This design comes from an exercise in tuning for small area, a short achievable clock period and few clock cycles per item on the open sky130 flow, not from production work.
RTL that was checked went through simulation tests only; none was proved equivalent to the original.
Power figures rest on the tool's default switching activity, not on a simulated workload.

==> inputs of trial 91 <==
Design cidr_core, start of the top module:
module cidr_core (
    input  wire         clk,
    input  wire         rst,
    input  wire         cmd_valid,
    output wire         cmd_ready,
    input  wire [31:0]  cmd_word,
    input  wire [127:0] cmd_addr,
    output wire         rsp_valid,
    input  wire         rsp_ready,
    output wire [2:0]   rsp_status,
    output wire         rsp_info,
    output wire         rsp_flag,
    output wire [128:0] rsp_data
);
clock: 6.0 ns
lec_check: 0
cap_margin: 20
core_margin: 2
core_utilization: 40
slew_margin: 20
run.sh (not shown) runs the stock make flow with config.mk's settings and CLKGATE_MAP_FILE= SYNTH_SCRIPT=/design/flow/synth_recipe.tcl, a recipe that flattens the netlist after the stock synthesis.
==> inputs of build 27, as changes to trial 91 <==
--- a/flow/design.v
+++ b/flow/design.v
@@ -63,16 +63,17 @@
         end
     endgenerate
     reg [127:0] a_addr;
     reg [15:0]  a_lsp;
     reg         a_mask, a_load, a_repfx, a_match, a_rdb, a_rdp, a_rdm, a_bsz, a_free;
     reg [1:0]   a_fam;
     reg [3:0]   a_rs;                
     reg [3:0]   a_bs;                
+    reg [3:0]   a_rm;                
     reg [3:0]   a_rd;                
     reg [7:0]   a_p;
     reg         a_sent, a_le32, a_le128;
     always @(posedge clk) begin
         if (rst)
             a_v <= 1'b0;
         else if (a_en)
             a_v <= cmd_valid;
@@ -88,16 +89,17 @@
             a_rdb   <= d_rdb;
             a_rdp   <= d_rdp;
             a_rdm   <= d_rdm;
             a_bsz   <= d_bsz;
             a_free  <= d_free;
             a_fam   <= fam;
             a_rs    <= {rs == 2'd3, rs == 2'd2, rs == 2'd1, rs == 2'd0};
             a_bs    <= {rs == 2'd3, rs == 2'd2, rs == 2'd1, rs == 2'd0} & {4{~d_load}};
+            a_rm    <= {rs == 2'd3, rs == 2'd2, rs == 2'd1, rs == 2'd0} & {4{~d_mask}};
             a_rd    <= {rd == 2'd3, rd == 2'd2, rd == 2'd1, rd == 2'd0};
             a_p     <= plen_f[7:0];
             a_sent  <= d_sent;
             a_le32  <= d_le32;
             a_le128 <= d_le128;
         end
     end
     wire a_legal = a_mask | a_load | a_repfx | a_match | a_rdb | a_rdp |
@@ -110,39 +112,71 @@
                              (a_rs[2] & slot_any[2]) | (a_rs[3] & slot_any[3]);
     wire [7:0]   src_plen  = ({8{a_rs[0]}} & slot_plen[0]) | ({8{a_rs[1]}} & slot_plen[1]) |
                              ({8{a_rs[2]}} & slot_plen[2]) | ({8{a_rs[3]}} & slot_plen[3]);
     wire [6:0]   src_last  = ({7{a_rs[0]}} & slot_last[0]) | ({7{a_rs[1]}} & slot_last[1]) |
                              ({7{a_rs[2]}} & slot_last[2]) | ({7{a_rs[3]}} & slot_last[3]);
     wire [127:0] src_base  = ({128{a_bs[0]}} & slot_base[0]) | ({128{a_bs[1]}} & slot_base[1]) |
                              ({128{a_bs[2]}} & slot_base[2]) | ({128{a_bs[3]}} & slot_base[3]);
     wire [127:0] x = a_addr ^ src_base;
+    function ge7;
+        input [6:0] a;
+        input [6:0] b;
+        integer k;
+        reg gt, eq;
+        begin
+            gt = 1'b0;
+            eq = 1'b1;
+            for (k = 6; k >= 0; k = k - 1) begin
+                gt = gt | (eq & a[k] & ~b[k]);
+                eq = eq & ~(a[k] ^ b[k]);
+            end
+            ge7 = gt | eq;
+        end
+    endfunction
     wire op_fam   = a_repfx ? src_fam : a_fam[0];
     wire p_in_w   = op_fam ? a_le128 : a_le32;
     wire rng_ok   = a_sent | p_in_w;
     wire l_stray  = |a_lsp;
-    wire r_stray  = src_any & ~a_p[7] & (src_last >= a_p[6:0]);
+    wire r_stray  = src_any & ~a_p[7] & ge7(src_last, a_p[6:0]);
     wire con      = (a_load & ~a_fam[1]) | (a_repfx & src_valid);
     wire con_rng  = con & ~rng_ok;
     wire con_str  = con & rng_ok & (a_load ? l_stray : r_stray);
     wire wr_ok    = con & rng_ok & ~(a_load ? l_stray : r_stray);
+    function [31:0] pdec;
+        input [7:0] p;
+        integer k;
+        begin
+            for (k = 0; k < 8; k = k + 1) begin
+                pdec[k]     = p[7] | (p[6:4] > k);
+                pdec[8 + k] = ~p[7] & (p[6:4] == k);
+            end
+            for (k = 0; k < 16; k = k + 1)
+                pdec[16 + k] = p[3:0] > k;
+        end
+    endfunction
+    wire [31:0] pd_sel = ({32{a_rm[0]}} & pdec(slot_plen[0])) |
+                         ({32{a_rm[1]}} & pdec(slot_plen[1])) |
+                         ({32{a_rm[2]}} & pdec(slot_plen[2])) |
+                         ({32{a_rm[3]}} & pdec(slot_plen[3])) |
+                         ({32{a_mask}}  & pdec(a_p));
     wire [127:0] m_therm;
     generate
         for (gi = 0; gi < 128; gi = gi + 1) begin : g_mtherm
-            assign m_therm[127 - gi] = src_plen[7] | (src_plen[6:0] > gi);
+            assign m_therm[127 - gi] = pd_sel[gi / 16] | (pd_sel[8 + gi / 16] & pd_sel[16 + gi % 16]);
         end
     endgenerate
     wire [127:0] mm = x & m_therm;
-    wire [15:0]  n_mm;
-    generate
-        for (gi = 0; gi < 16; gi = gi + 1) begin : g_mm
-            assign n_mm[gi] = |mm[gi*8 +: 8];
-        end
-    endgenerate
-    wire n_mok = a_match & src_valid & (a_fam == {1'b0, src_fam});
+    wire         n_mok = a_match & src_valid & (a_fam == {1'b0, src_fam});
+    wire [3:0]   n_mm;
+    generate
+        for (gi = 0; gi < 4; gi = gi + 1) begin : g_mm
+            assign n_mm[gi] = ~n_mok | (|mm[gi*32 +: 32]);
+        end
+    endgenerate
     wire unsup    = (a_mask | a_load) & a_fam[1];
     wire empty    = (a_repfx | a_match | a_rdb | a_rdp | a_rdm | a_bsz) & ~src_valid;
     wire mask_err = a_mask & ~a_fam[1] & ~(a_fam[0] ? a_le128 : a_le32);
     wire [2:0] n_status = ~a_legal           ? 3'd5 :
                           unsup              ? 3'd2 :
                           empty              ? 3'd4 :
                           mask_err           ? 3'd3 :
                           (con_rng | con_str) ? 3'd1 : 3'd0;
@@ -214,57 +248,42 @@
                 slot_plen[s] <= new_plen;
                 slot_any[s]  <= new_any;
                 slot_last[s] <= new_last;
             end
         end
     end
     reg [2:0]   q_status;
     reg         q_info;
-    reg         q_mok;       
-    reg [15:0]  q_mm;
-    reg         q_mask;      
-    reg [3:0]   q_base;      
-    reg         q_plen;      
-    reg         q_bsz;       
-    reg         q_fam;
-    reg [7:0]   q_p;
-    wire ok_rd = src_valid;
+    reg [3:0]   q_mm;        
+    reg [128:0] q_data;
+    wire ok_rd  = src_valid;
+    wire k_mask = (a_mask & ~a_fam[1] & (a_fam[0] ? a_le128 : a_le32)) | (a_rdm & ok_rd);
+    wire k_base = a_rdb & ok_rd;
+    wire k_plen = a_rdp & ok_rd;
+    wire k_bsz  = a_bsz & ok_rd;
+    wire [128:0] oh   = {1'b1, m_therm} & ~{m_therm, 1'b0};
+    wire         k_b6 = k_bsz & src_fam;
+    wire         k_b4 = k_bsz & ~src_fam;
+    wire [128:0] n_data = ({129{k_mask}} & {1'b0, m_therm}) |
+                          ({129{k_base}} & {1'b0, src_base}) |
+                          ({129{k_plen}} & {121'd0, src_plen}) |
+                          ({129{k_b6}}   & oh) |
+                          ({129{k_b4}}   & {96'd0, oh[128:96]});
     always @(posedge clk) begin
         if (rst)
             rsp_v <= 1'b0;
         else if (adv)
             rsp_v <= a_v;
     end
     always @(posedge clk) begin
         if (a_go) begin
             q_status <= n_status;
             q_info   <= con_str;
-            q_mok    <= n_mok;
             q_mm     <= n_mm;
-            q_mask   <= (a_mask & ~a_fam[1] & (a_fam[0] ? a_le128 : a_le32)) | (a_rdm & ok_rd);
-            q_base   <= a_rs & {4{a_rdb & ok_rd}};
-            q_plen   <= a_rdp & ok_rd;
-            q_bsz    <= a_bsz & ok_rd;
-            q_fam    <= src_fam;
-            q_p      <= a_mask ? a_p : src_plen;
+            q_data   <= n_data;
         end
     end
     assign rsp_status = q_status;
     assign rsp_info   = q_info;
-    assign rsp_flag   = q_mok & ~|q_mm;
-    wire [127:0] o_therm;
-    generate
-        for (gi = 0; gi < 128; gi = gi + 1) begin : g_otherm
-            assign o_therm[127 - gi] = q_p[7] | (q_p[6:0] > gi);
-        end
-    endgenerate
-    wire [128:0] o_oh  = {1'b1, o_therm} & ~{o_therm, 1'b0};
-    wire [128:0] o_bsz = q_fam ? o_oh : {96'd0, o_oh[128:96]};
-    wire [127:0] o_base = ({128{q_base[0]}} & slot_base[0]) |
-                          ({128{q_base[1]}} & slot_base[1]) |
-                          ({128{q_base[2]}} & slot_base[2]) |
-                          ({128{q_base[3]}} & slot_base[3]);
-    assign rsp_data = ({129{q_mask}} & {1'b0, o_therm}) |
-                      {1'b0, o_base} |
-                      ({129{q_plen}} & {121'd0, q_p}) |
-                      ({129{q_bsz}}  & o_bsz);
+    assign rsp_flag   = ~|q_mm;
+    assign rsp_data   = q_data;
 endmodule
==> flow/config.mk (replaced) <==
export PLATFORM = sky130hd
export DESIGN_NAME = cidr_core
export DESIGN_NICKNAME = cidr_core
export VERILOG_FILES = /design/flow/design.v
export SDC_FILE = /design/flow/constraint.sdc
export NUM_CORES = 4
export LEC_CHECK = 0
export CAP_MARGIN = 20
export CORE_MARGIN = 2
export CORE_UTILIZATION = 40
export CTS_BUF_LIST = sky130_fd_sc_hd__clkbuf_16
export CTS_CLUSTER_DIAMETER = 80
export CTS_CLUSTER_SIZE = 24
export SETUP_SLACK_MARGIN = 3.0
export SLEW_MARGIN = 20
export TNS_END_PERCENT = 0
==> summary.txt <==
Clock Latency Late Sink = 0.66 ns
First-pass detailed-route iteration total = 8
Switching Share = 0.266
TritonCTS buffer count = 83
Placed cells = 5,129
Outcome = no timing/DRC/antenna violations
Most frequent cells in the layout = 792 x edfxtp_1, 298 x clkdlybuf4s50_1, 265 x a22oi_1, 249 x nor2_1, 214 x nand2_1
Clock network share of area = 0.0561
Post-layout util = 0.478
Post-Synth Adder-Cell Area = 0.00263
Critical path's most frequent cell = a21oi_1
Source of the figures above: trial 91

==> summary.txt <==
Post-layout util = 0.482
Clock network share of area = 0.0303
TritonCTS buffer count = 48
Outcome = no timing/DRC/antenna violations
Root Driver = clkbuf_16
First-pass detailed-route iteration total = 7
Clock Latency Late Sink = 0.67 ns
Post-Synth Adder-Cell Area = 0.00151
PwrDens = 258 nW/µm²
Switching Share = 0.264
Most frequent cells in the layout = 893 x edfxtp_1, 288 x clkdlybuf4s50_1, 274 x o21ai_0, 250 x nand2_1, 204 x nor2_1
Source of the figures above: build 27

Testbench counts of build 27, summed over its fixed seeds: cycles 4,816, items 4,800.
The RTL of trial 91 was laid out without a check of its function.

* * *

==> inputs of run a <==
cidr_core, a different RTL version from the one above (not shown whole).
Settings: LEC_CHECK=0, CAP_MARGIN=20, CORE_MARGIN=2, CORE_UTILIZATION=40, SETUP_SLACK_MARGIN=3.5, SLEW_MARGIN=20, TNS_END_PERCENT=0; clock period 6.0 ns.
==> inputs of run b, as changes to run a <==
--- a/flow/design.v
+++ b/flow/design.v
@@ -64,14 +64,16 @@
     endgenerate
     reg [127:0] a_addr;
     reg [15:0]  a_lsp;
     reg         a_mask, a_load, a_repfx, a_match, a_rdb, a_rdp, a_rdm, a_bsz, a_free;
     reg [1:0]   a_fam;
     reg [3:0]   a_rs;                
     reg [3:0]   a_bs;                
+    reg [3:0]   a_rm;                
+    reg         a_mask_ok;           
     reg [3:0]   a_rd;                
     reg [7:0]   a_p;
     reg         a_sent, a_le32, a_le128;
     always @(posedge clk) begin
         if (rst)
             a_v <= 1'b0;
         else if (a_en)
@@ -89,35 +91,40 @@
             a_rdp   <= d_rdp;
             a_rdm   <= d_rdm;
             a_bsz   <= d_bsz;
             a_free  <= d_free;
             a_fam   <= fam;
             a_rs    <= {rs == 2'd3, rs == 2'd2, rs == 2'd1, rs == 2'd0};
             a_bs    <= {rs == 2'd3, rs == 2'd2, rs == 2'd1, rs == 2'd0} & {4{~d_load}};
+            a_rm    <= {rs == 2'd3, rs == 2'd2, rs == 2'd1, rs == 2'd0} & {4{~d_mask}};
+            a_mask_ok <= d_mask & ~fam[1] & (fam[0] ? d_le128 : d_le32);
             a_rd    <= {rd == 2'd3, rd == 2'd2, rd == 2'd1, rd == 2'd0};
             a_p     <= plen_f[7:0];
             a_sent  <= d_sent;
             a_le32  <= d_le32;
             a_le128 <= d_le128;
         end
     end
     wire a_legal = a_mask | a_load | a_repfx | a_match | a_rdb | a_rdp |
                    a_rdm | a_bsz | a_free;
+    wire [3:0]   bs_v = a_bs & {slot_valid[3], slot_valid[2], slot_valid[1], slot_valid[0]};
+    wire [3:0]   rs_v = a_rs & {slot_valid[3], slot_valid[2], slot_valid[1], slot_valid[0]};
+    wire [3:0]   rm_v = a_rm & {slot_valid[3], slot_valid[2], slot_valid[1], slot_valid[0]};
     wire         src_valid = (a_rs[0] & slot_valid[0]) | (a_rs[1] & slot_valid[1]) |
                              (a_rs[2] & slot_valid[2]) | (a_rs[3] & slot_valid[3]);
-    wire         src_fam   = (a_rs[0] & slot_fam[0]) | (a_rs[1] & slot_fam[1]) |
-                             (a_rs[2] & slot_fam[2]) | (a_rs[3] & slot_fam[3]);
+    wire         src_fam   = (rs_v[0] & slot_fam[0]) | (rs_v[1] & slot_fam[1]) |
+                             (rs_v[2] & slot_fam[2]) | (rs_v[3] & slot_fam[3]);
     wire         src_any   = (a_rs[0] & slot_any[0]) | (a_rs[1] & slot_any[1]) |
                              (a_rs[2] & slot_any[2]) | (a_rs[3] & slot_any[3]);
-    wire [7:0]   src_plen  = ({8{a_rs[0]}} & slot_plen[0]) | ({8{a_rs[1]}} & slot_plen[1]) |
-                             ({8{a_rs[2]}} & slot_plen[2]) | ({8{a_rs[3]}} & slot_plen[3]);
+    wire [7:0]   src_plen  = ({8{rs_v[0]}} & slot_plen[0]) | ({8{rs_v[1]}} & slot_plen[1]) |
+                             ({8{rs_v[2]}} & slot_plen[2]) | ({8{rs_v[3]}} & slot_plen[3]);
     wire [6:0]   src_last  = ({7{a_rs[0]}} & slot_last[0]) | ({7{a_rs[1]}} & slot_last[1]) |
                              ({7{a_rs[2]}} & slot_last[2]) | ({7{a_rs[3]}} & slot_last[3]);
-    wire [127:0] src_base  = ({128{a_bs[0]}} & slot_base[0]) | ({128{a_bs[1]}} & slot_base[1]) |
-                             ({128{a_bs[2]}} & slot_base[2]) | ({128{a_bs[3]}} & slot_base[3]);
+    wire [127:0] src_base  = ({128{bs_v[0]}} & slot_base[0]) | ({128{bs_v[1]}} & slot_base[1]) |
+                             ({128{bs_v[2]}} & slot_base[2]) | ({128{bs_v[3]}} & slot_base[3]);
     wire [127:0] x = a_addr ^ src_base;
     function ge7;
         input [6:0] a;
         input [6:0] b;
         integer k;
         reg gt, eq;
         begin
@@ -135,19 +142,46 @@
     wire rng_ok   = a_sent | p_in_w;
     wire l_stray  = |a_lsp;
     wire r_stray  = src_any & ~a_p[7] & ge7(src_last, a_p[6:0]);
     wire con      = (a_load & ~a_fam[1]) | (a_repfx & src_valid);
     wire con_rng  = con & ~rng_ok;
     wire con_str  = con & rng_ok & (a_load ? l_stray : r_stray);
     wire wr_ok    = con & rng_ok & ~(a_load ? l_stray : r_stray);
-    wire [7:0]   tin = a_p | (src_plen & {8{~a_mask}});
+    function [31:0] pdec;
+        input [7:0] p;
+        integer k;
+        begin
+            for (k = 0; k < 8; k = k + 1) begin
+                pdec[k]     = p[7] | (p[6:4] > k);
+                pdec[8 + k] = ~p[7] & (p[6:4] == k);
+            end
+            for (k = 0; k < 16; k = k + 1)
+                pdec[16 + k] = p[3:0] > k;
+        end
+    endfunction
+    function [7:0] blen;
+        input       bsz;
+        input       f;
+        input [7:0] p;
+        begin
+            if (bsz & ~f)
+                blen = {p[5], ~p[5], ~p[5], p[4:0]};    
+            else
+                blen = p;
+        end
+    endfunction
+    wire [31:0] pd_sel = ({32{rm_v[0]}} & pdec(blen(a_bsz, slot_fam[0], slot_plen[0]))) |
+                         ({32{rm_v[1]}} & pdec(blen(a_bsz, slot_fam[1], slot_plen[1]))) |
+                         ({32{rm_v[2]}} & pdec(blen(a_bsz, slot_fam[2], slot_plen[2]))) |
+                         ({32{rm_v[3]}} & pdec(blen(a_bsz, slot_fam[3], slot_plen[3]))) |
+                         ({32{a_mask}}  & pdec(a_p));
     wire [127:0] m_therm;
     generate
         for (gi = 0; gi < 128; gi = gi + 1) begin : g_mtherm
-            assign m_therm[127 - gi] = tin[7] | (tin[6:0] > gi);
+            assign m_therm[127 - gi] = pd_sel[gi / 16] | (pd_sel[8 + gi / 16] & pd_sel[16 + gi % 16]);
         end
     endgenerate
     wire [127:0] mm = x & m_therm;
     wire         n_mok = a_match & src_valid & (a_fam == {1'b0, src_fam});
     wire [3:0]   n_mm;
     generate
         for (gi = 0; gi < 4; gi = gi + 1) begin : g_mm
@@ -233,25 +267,19 @@
             end
         end
     end
     reg [2:0]   q_status;
     reg         q_info;
     reg [3:0]   q_mm;        
     reg [128:0] q_data;
-    wire ok_rd  = src_valid;
-    wire k_mask = (a_mask & ~a_fam[1] & (a_fam[0] ? a_le128 : a_le32)) | (a_rdm & ok_rd);
-    wire k_base = a_rdb & ok_rd;
-    wire k_plen = a_rdp & ok_rd;
-    wire k_bsz  = a_bsz & ok_rd;
-    wire [128:0] oh  = {1'b1, m_therm} & ~{m_therm, 1'b0};
-    wire [128:0] bsz = src_fam ? oh : {96'd0, oh[128:96]};
-    wire [128:0] n_data = ({129{k_mask}} & {1'b0, m_therm}) |
-                          ({129{k_base}} & {1'b0, src_base}) |
-                          ({129{k_plen}} & {121'd0, src_plen}) |
-                          ({129{k_bsz}}  & bsz);
+    wire [128:0] oh = {src_valid, m_therm} & ~{m_therm, 1'b0};
+    wire [128:0] n_data = ({129{a_mask_ok | a_rdm}} & {1'b0, m_therm}) |
+                          ({129{a_rdb}} & {1'b0, src_base}) |
+                          ({129{a_rdp}} & {121'd0, src_plen}) |
+                          ({129{a_bsz}} & oh);
     always @(posedge clk) begin
         if (rst)
             rsp_v <= 1'b0;
         else if (adv)
             rsp_v <= a_v;
     end
     always @(posedge clk) begin
==> flow/flow/run.sh (new file) <==
#!/bin/bash
# The standard layout (standard.sh, unchanged steps and settings), except
# that each input and output port is buffered with a plain buf_2 rather
# than the delay cell buffer_ports picks by default. make's full output
# goes to flow.log here; each ORFS step also keeps its own log under
# orfs/logs/.
set -euo pipefail
export BUFFER_PORTS_ARGS="-buffer_cell sky130_fd_sc_hd__buf_2"
bash standard.sh > flow.log 2>&1
==> flow/standard.sh (new file) <==
#!/bin/bash
# synth_recipe.tcl (not shown) runs the flow's synth.tcl, then flattens the netlist and writes it again
# the make line also repeats each setting of config.mk as NAME=value (left out here)
make -C /OpenROAD-flow-scripts/flow DESIGN_CONFIG=/design/flow/config.mk WORK_HOME=/design/flow/orfs CLKGATE_MAP_FILE= SYNTH_SCRIPT=/design/flow/synth_recipe.tcl "${@:-finish}"
ABC_AREA = 1   (was unset)
CORE_UTILIZATION = 35   (was 40)
CTS_BUF_LIST = sky130_fd_sc_hd__clkbuf_16   (was unset)
CTS_CLUSTER_DIAMETER = 80   (was unset)
CTS_CLUSTER_SIZE = 24   (was unset)
removed: flow/run.sh
==> inputs of run c, as changes to run a <==
--- a/flow/design.v
+++ b/flow/design.v
@@ -64,14 +64,16 @@
     endgenerate
     reg [127:0] a_addr;
     reg [15:0]  a_lsp;
     reg         a_mask, a_load, a_repfx, a_match, a_rdb, a_rdp, a_rdm, a_bsz, a_free;
     reg [1:0]   a_fam;
     reg [3:0]   a_rs;                
     reg [3:0]   a_bs;                
+    reg [3:0]   a_rm;                
+    reg         a_mask_ok;           
     reg [3:0]   a_rd;                
     reg [7:0]   a_p;
     reg         a_sent, a_le32, a_le128;
     always @(posedge clk) begin
         if (rst)
             a_v <= 1'b0;
         else if (a_en)
@@ -89,35 +91,40 @@
             a_rdp   <= d_rdp;
             a_rdm   <= d_rdm;
             a_bsz   <= d_bsz;
             a_free  <= d_free;
             a_fam   <= fam;
             a_rs    <= {rs == 2'd3, rs == 2'd2, rs == 2'd1, rs == 2'd0};
             a_bs    <= {rs == 2'd3, rs == 2'd2, rs == 2'd1, rs == 2'd0} & {4{~d_load}};
+            a_rm    <= {rs == 2'd3, rs == 2'd2, rs == 2'd1, rs == 2'd0} & {4{~d_mask}};
+            a_mask_ok <= d_mask & ~fam[1] & (fam[0] ? d_le128 : d_le32);
             a_rd    <= {rd == 2'd3, rd == 2'd2, rd == 2'd1, rd == 2'd0};
             a_p     <= plen_f[7:0];
             a_sent  <= d_sent;
             a_le32  <= d_le32;
             a_le128 <= d_le128;
         end
     end
     wire a_legal = a_mask | a_load | a_repfx | a_match | a_rdb | a_rdp |
                    a_rdm | a_bsz | a_free;
+    wire [3:0]   bs_v = a_bs & {slot_valid[3], slot_valid[2], slot_valid[1], slot_valid[0]};
+    wire [3:0]   rs_v = a_rs & {slot_valid[3], slot_valid[2], slot_valid[1], slot_valid[0]};
+    wire [3:0]   rm_v = a_rm & {slot_valid[3], slot_valid[2], slot_valid[1], slot_valid[0]};
     wire         src_valid = (a_rs[0] & slot_valid[0]) | (a_rs[1] & slot_valid[1]) |
                              (a_rs[2] & slot_valid[2]) | (a_rs[3] & slot_valid[3]);
-    wire         src_fam   = (a_rs[0] & slot_fam[0]) | (a_rs[1] & slot_fam[1]) |
-                             (a_rs[2] & slot_fam[2]) | (a_rs[3] & slot_fam[3]);
+    wire         src_fam   = (rs_v[0] & slot_fam[0]) | (rs_v[1] & slot_fam[1]) |
+                             (rs_v[2] & slot_fam[2]) | (rs_v[3] & slot_fam[3]);
     wire         src_any   = (a_rs[0] & slot_any[0]) | (a_rs[1] & slot_any[1]) |
                              (a_rs[2] & slot_any[2]) | (a_rs[3] & slot_any[3]);
-    wire [7:0]   src_plen  = ({8{a_rs[0]}} & slot_plen[0]) | ({8{a_rs[1]}} & slot_plen[1]) |
-                             ({8{a_rs[2]}} & slot_plen[2]) | ({8{a_rs[3]}} & slot_plen[3]);
+    wire [7:0]   src_plen  = ({8{rs_v[0]}} & slot_plen[0]) | ({8{rs_v[1]}} & slot_plen[1]) |
+                             ({8{rs_v[2]}} & slot_plen[2]) | ({8{rs_v[3]}} & slot_plen[3]);
     wire [6:0]   src_last  = ({7{a_rs[0]}} & slot_last[0]) | ({7{a_rs[1]}} & slot_last[1]) |
                              ({7{a_rs[2]}} & slot_last[2]) | ({7{a_rs[3]}} & slot_last[3]);
-    wire [127:0] src_base  = ({128{a_bs[0]}} & slot_base[0]) | ({128{a_bs[1]}} & slot_base[1]) |
-                             ({128{a_bs[2]}} & slot_base[2]) | ({128{a_bs[3]}} & slot_base[3]);
+    wire [127:0] src_base  = ({128{bs_v[0]}} & slot_base[0]) | ({128{bs_v[1]}} & slot_base[1]) |
+                             ({128{bs_v[2]}} & slot_base[2]) | ({128{bs_v[3]}} & slot_base[3]);
     wire [127:0] x = a_addr ^ src_base;
     function ge7;
         input [6:0] a;
         input [6:0] b;
         integer k;
         reg gt, eq;
         begin
@@ -135,19 +142,46 @@
     wire rng_ok   = a_sent | p_in_w;
     wire l_stray  = |a_lsp;
     wire r_stray  = src_any & ~a_p[7] & ge7(src_last, a_p[6:0]);
     wire con      = (a_load & ~a_fam[1]) | (a_repfx & src_valid);
     wire con_rng  = con & ~rng_ok;
     wire con_str  = con & rng_ok & (a_load ? l_stray : r_stray);
     wire wr_ok    = con & rng_ok & ~(a_load ? l_stray : r_stray);
-    wire [7:0]   tin = a_p | (src_plen & {8{~a_mask}});
+    function [31:0] pdec;
+        input [7:0] p;
+        integer k;
+        begin
+            for (k = 0; k < 8; k = k + 1) begin
+                pdec[k]     = p[7] | (p[6:4] > k);
+                pdec[8 + k] = ~p[7] & (p[6:4] == k);
+            end
+            for (k = 0; k < 16; k = k + 1)
+                pdec[16 + k] = p[3:0] > k;
+        end
+    endfunction
+    function [7:0] blen;
+        input       bsz;
+        input       f;
+        input [7:0] p;
+        begin
+            if (bsz & ~f)
+                blen = {p[5], ~p[5], ~p[5], p[4:0]};    
+            else
+                blen = p;
+        end
+    endfunction
+    wire [31:0] pd_sel = ({32{rm_v[0]}} & pdec(blen(a_bsz, slot_fam[0], slot_plen[0]))) |
+                         ({32{rm_v[1]}} & pdec(blen(a_bsz, slot_fam[1], slot_plen[1]))) |
+                         ({32{rm_v[2]}} & pdec(blen(a_bsz, slot_fam[2], slot_plen[2]))) |
+                         ({32{rm_v[3]}} & pdec(blen(a_bsz, slot_fam[3], slot_plen[3]))) |
+                         ({32{a_mask}}  & pdec(a_p));
     wire [127:0] m_therm;
     generate
         for (gi = 0; gi < 128; gi = gi + 1) begin : g_mtherm
-            assign m_therm[127 - gi] = tin[7] | (tin[6:0] > gi);
+            assign m_therm[127 - gi] = pd_sel[gi / 16] | (pd_sel[8 + gi / 16] & pd_sel[16 + gi % 16]);
         end
     endgenerate
     wire [127:0] mm = x & m_therm;
     wire         n_mok = a_match & src_valid & (a_fam == {1'b0, src_fam});
     wire [3:0]   n_mm;
     generate
         for (gi = 0; gi < 4; gi = gi + 1) begin : g_mm
@@ -233,25 +267,19 @@
             end
         end
     end
     reg [2:0]   q_status;
     reg         q_info;
     reg [3:0]   q_mm;        
     reg [128:0] q_data;
-    wire ok_rd  = src_valid;
-    wire k_mask = (a_mask & ~a_fam[1] & (a_fam[0] ? a_le128 : a_le32)) | (a_rdm & ok_rd);
-    wire k_base = a_rdb & ok_rd;
-    wire k_plen = a_rdp & ok_rd;
-    wire k_bsz  = a_bsz & ok_rd;
-    wire [128:0] oh  = {1'b1, m_therm} & ~{m_therm, 1'b0};
-    wire [128:0] bsz = src_fam ? oh : {96'd0, oh[128:96]};
-    wire [128:0] n_data = ({129{k_mask}} & {1'b0, m_therm}) |
-                          ({129{k_base}} & {1'b0, src_base}) |
-                          ({129{k_plen}} & {121'd0, src_plen}) |
-                          ({129{k_bsz}}  & bsz);
+    wire [128:0] oh = {src_valid, m_therm} & ~{m_therm, 1'b0};
+    wire [128:0] n_data = ({129{a_mask_ok | a_rdm}} & {1'b0, m_therm}) |
+                          ({129{a_rdb}} & {1'b0, src_base}) |
+                          ({129{a_rdp}} & {121'd0, src_plen}) |
+                          ({129{a_bsz}} & oh);
     always @(posedge clk) begin
         if (rst)
             rsp_v <= 1'b0;
         else if (adv)
             rsp_v <= a_v;
     end
     always @(posedge clk) begin
==> flow/flow/run.sh (new file) <==
#!/bin/bash
# The standard layout (standard.sh, unchanged steps and settings), except
# that each input and output port is buffered with a plain buf_2 rather
# than the delay cell buffer_ports picks by default. make's full output
# goes to flow.log here; each ORFS step also keeps its own log under
# orfs/logs/.
set -euo pipefail
export BUFFER_PORTS_ARGS="-buffer_cell sky130_fd_sc_hd__buf_2"
bash standard.sh > flow.log 2>&1
==> flow/standard.sh (new file) <==
#!/bin/bash
# synth_recipe.tcl (not shown) runs the flow's synth.tcl, then flattens the netlist and writes it again
# the make line also repeats each setting of config.mk as NAME=value (left out here)
make -C /OpenROAD-flow-scripts/flow DESIGN_CONFIG=/design/flow/config.mk WORK_HOME=/design/flow/orfs CLKGATE_MAP_FILE= SYNTH_SCRIPT=/design/flow/synth_recipe.tcl "${@:-finish}"
ABC_AREA = 1   (was unset)
CTS_BUF_LIST = sky130_fd_sc_hd__clkbuf_16   (was unset)
CTS_CLUSTER_DIAMETER = 80   (was unset)
CTS_CLUSTER_SIZE = 24   (was unset)
removed: flow/run.sh
==> summary.txt <==
Worst R2R Setup Slack -> 2.65 ns
Placed Area -> 46100 sq um
Post-synth net total -> 3447
Post-CTS Resized -> 213
Status -> complete, no violations
Leakage -> 0.0175 uW
Library cells used by synthesis -> 83
(the above is from run a)
==> summary.txt <==
Status -> complete, no violations
Library cells used by synthesis -> 57
Placed Area -> 45500 sq um
Worst R2R Setup Slack -> 3.08 ns
Die width -> 330 microns
Leakage -> 0.0193 uW
Antenna fix cells -> 3
Post-CTS Resized -> 119
Fraction of area in multi-input gates -> 0.279
Bufs w/o clock -> 447
Max-slew headroom -> 0.192
(the above is from run c)
==> summary.txt <==
Leakage -> 0.0192 uW
CP Cell Sequence -> buf_2 > nor2_1 > buf_4 > nand2_1 > nor2_1 > o21ai_0 > nor2_1 > o2111a_1
Post-CTS Resized -> 89
Status -> complete, no violations
Post-synth net total -> 4317
Library cells used by synthesis -> 57
Worst R2R Setup Slack -> 3.01 ns
Placed Area -> 45800 sq um
(the above is from run b)
Testbench counts of run b, summed over its fixed seeds: cycles 4,816, items 4,800.
Testbench counts of run c, summed over its fixed seeds: cycles 4,816, items 4,800.
No functional check of the RTL was part of run a.

static timing again, ports no longer ideal:
Ports are ideal in the flow. The routed layouts listed here were re-timed in OpenROAD.
Step 1, drivers: a clkbuf_16 drives clk and a buf_2 each remaining input, both assumed.
Step 2 times the ports against the registers' clock, not the clock port: input delays grow and output delays shrink by t, the midpoint of the rising clock arrivals with the driver on.
Three values: ideal ports, drivers, drivers and shift; two values: the first two.
| run | shift t [ns] | setup slack, ns | clock arrival spread, ns | worst slew at a driven data input, ns |
|---|---|---|---|---|
| trial 91 | 0.712 | 0.433 / 0.366 / 1.078 | 0.031 / 0.031 | 0.05 |
| build 27 | 0.732 | 2.631 / 2.631 / 2.091 | 0.029 / 0.029 | 0.06 |
| run a | 0.748 | 2.652 / 2.652 / 2.060 | 0.045 / 0.045 | 0.08 |
| run b | 0.751 | 3.007 / 3.008 / 2.308 | 0.046 / 0.046 | 0.06 |
| run c | 0.710 | 3.077 / 3.054 / 2.454 | 0.036 / 0.036 | 0.06 |
After both steps every run listed still meets setup and hold. For run b, which loses most, drivers alone change the setup slack by +0.001 ns; drivers and shift together by -0.699 ns.
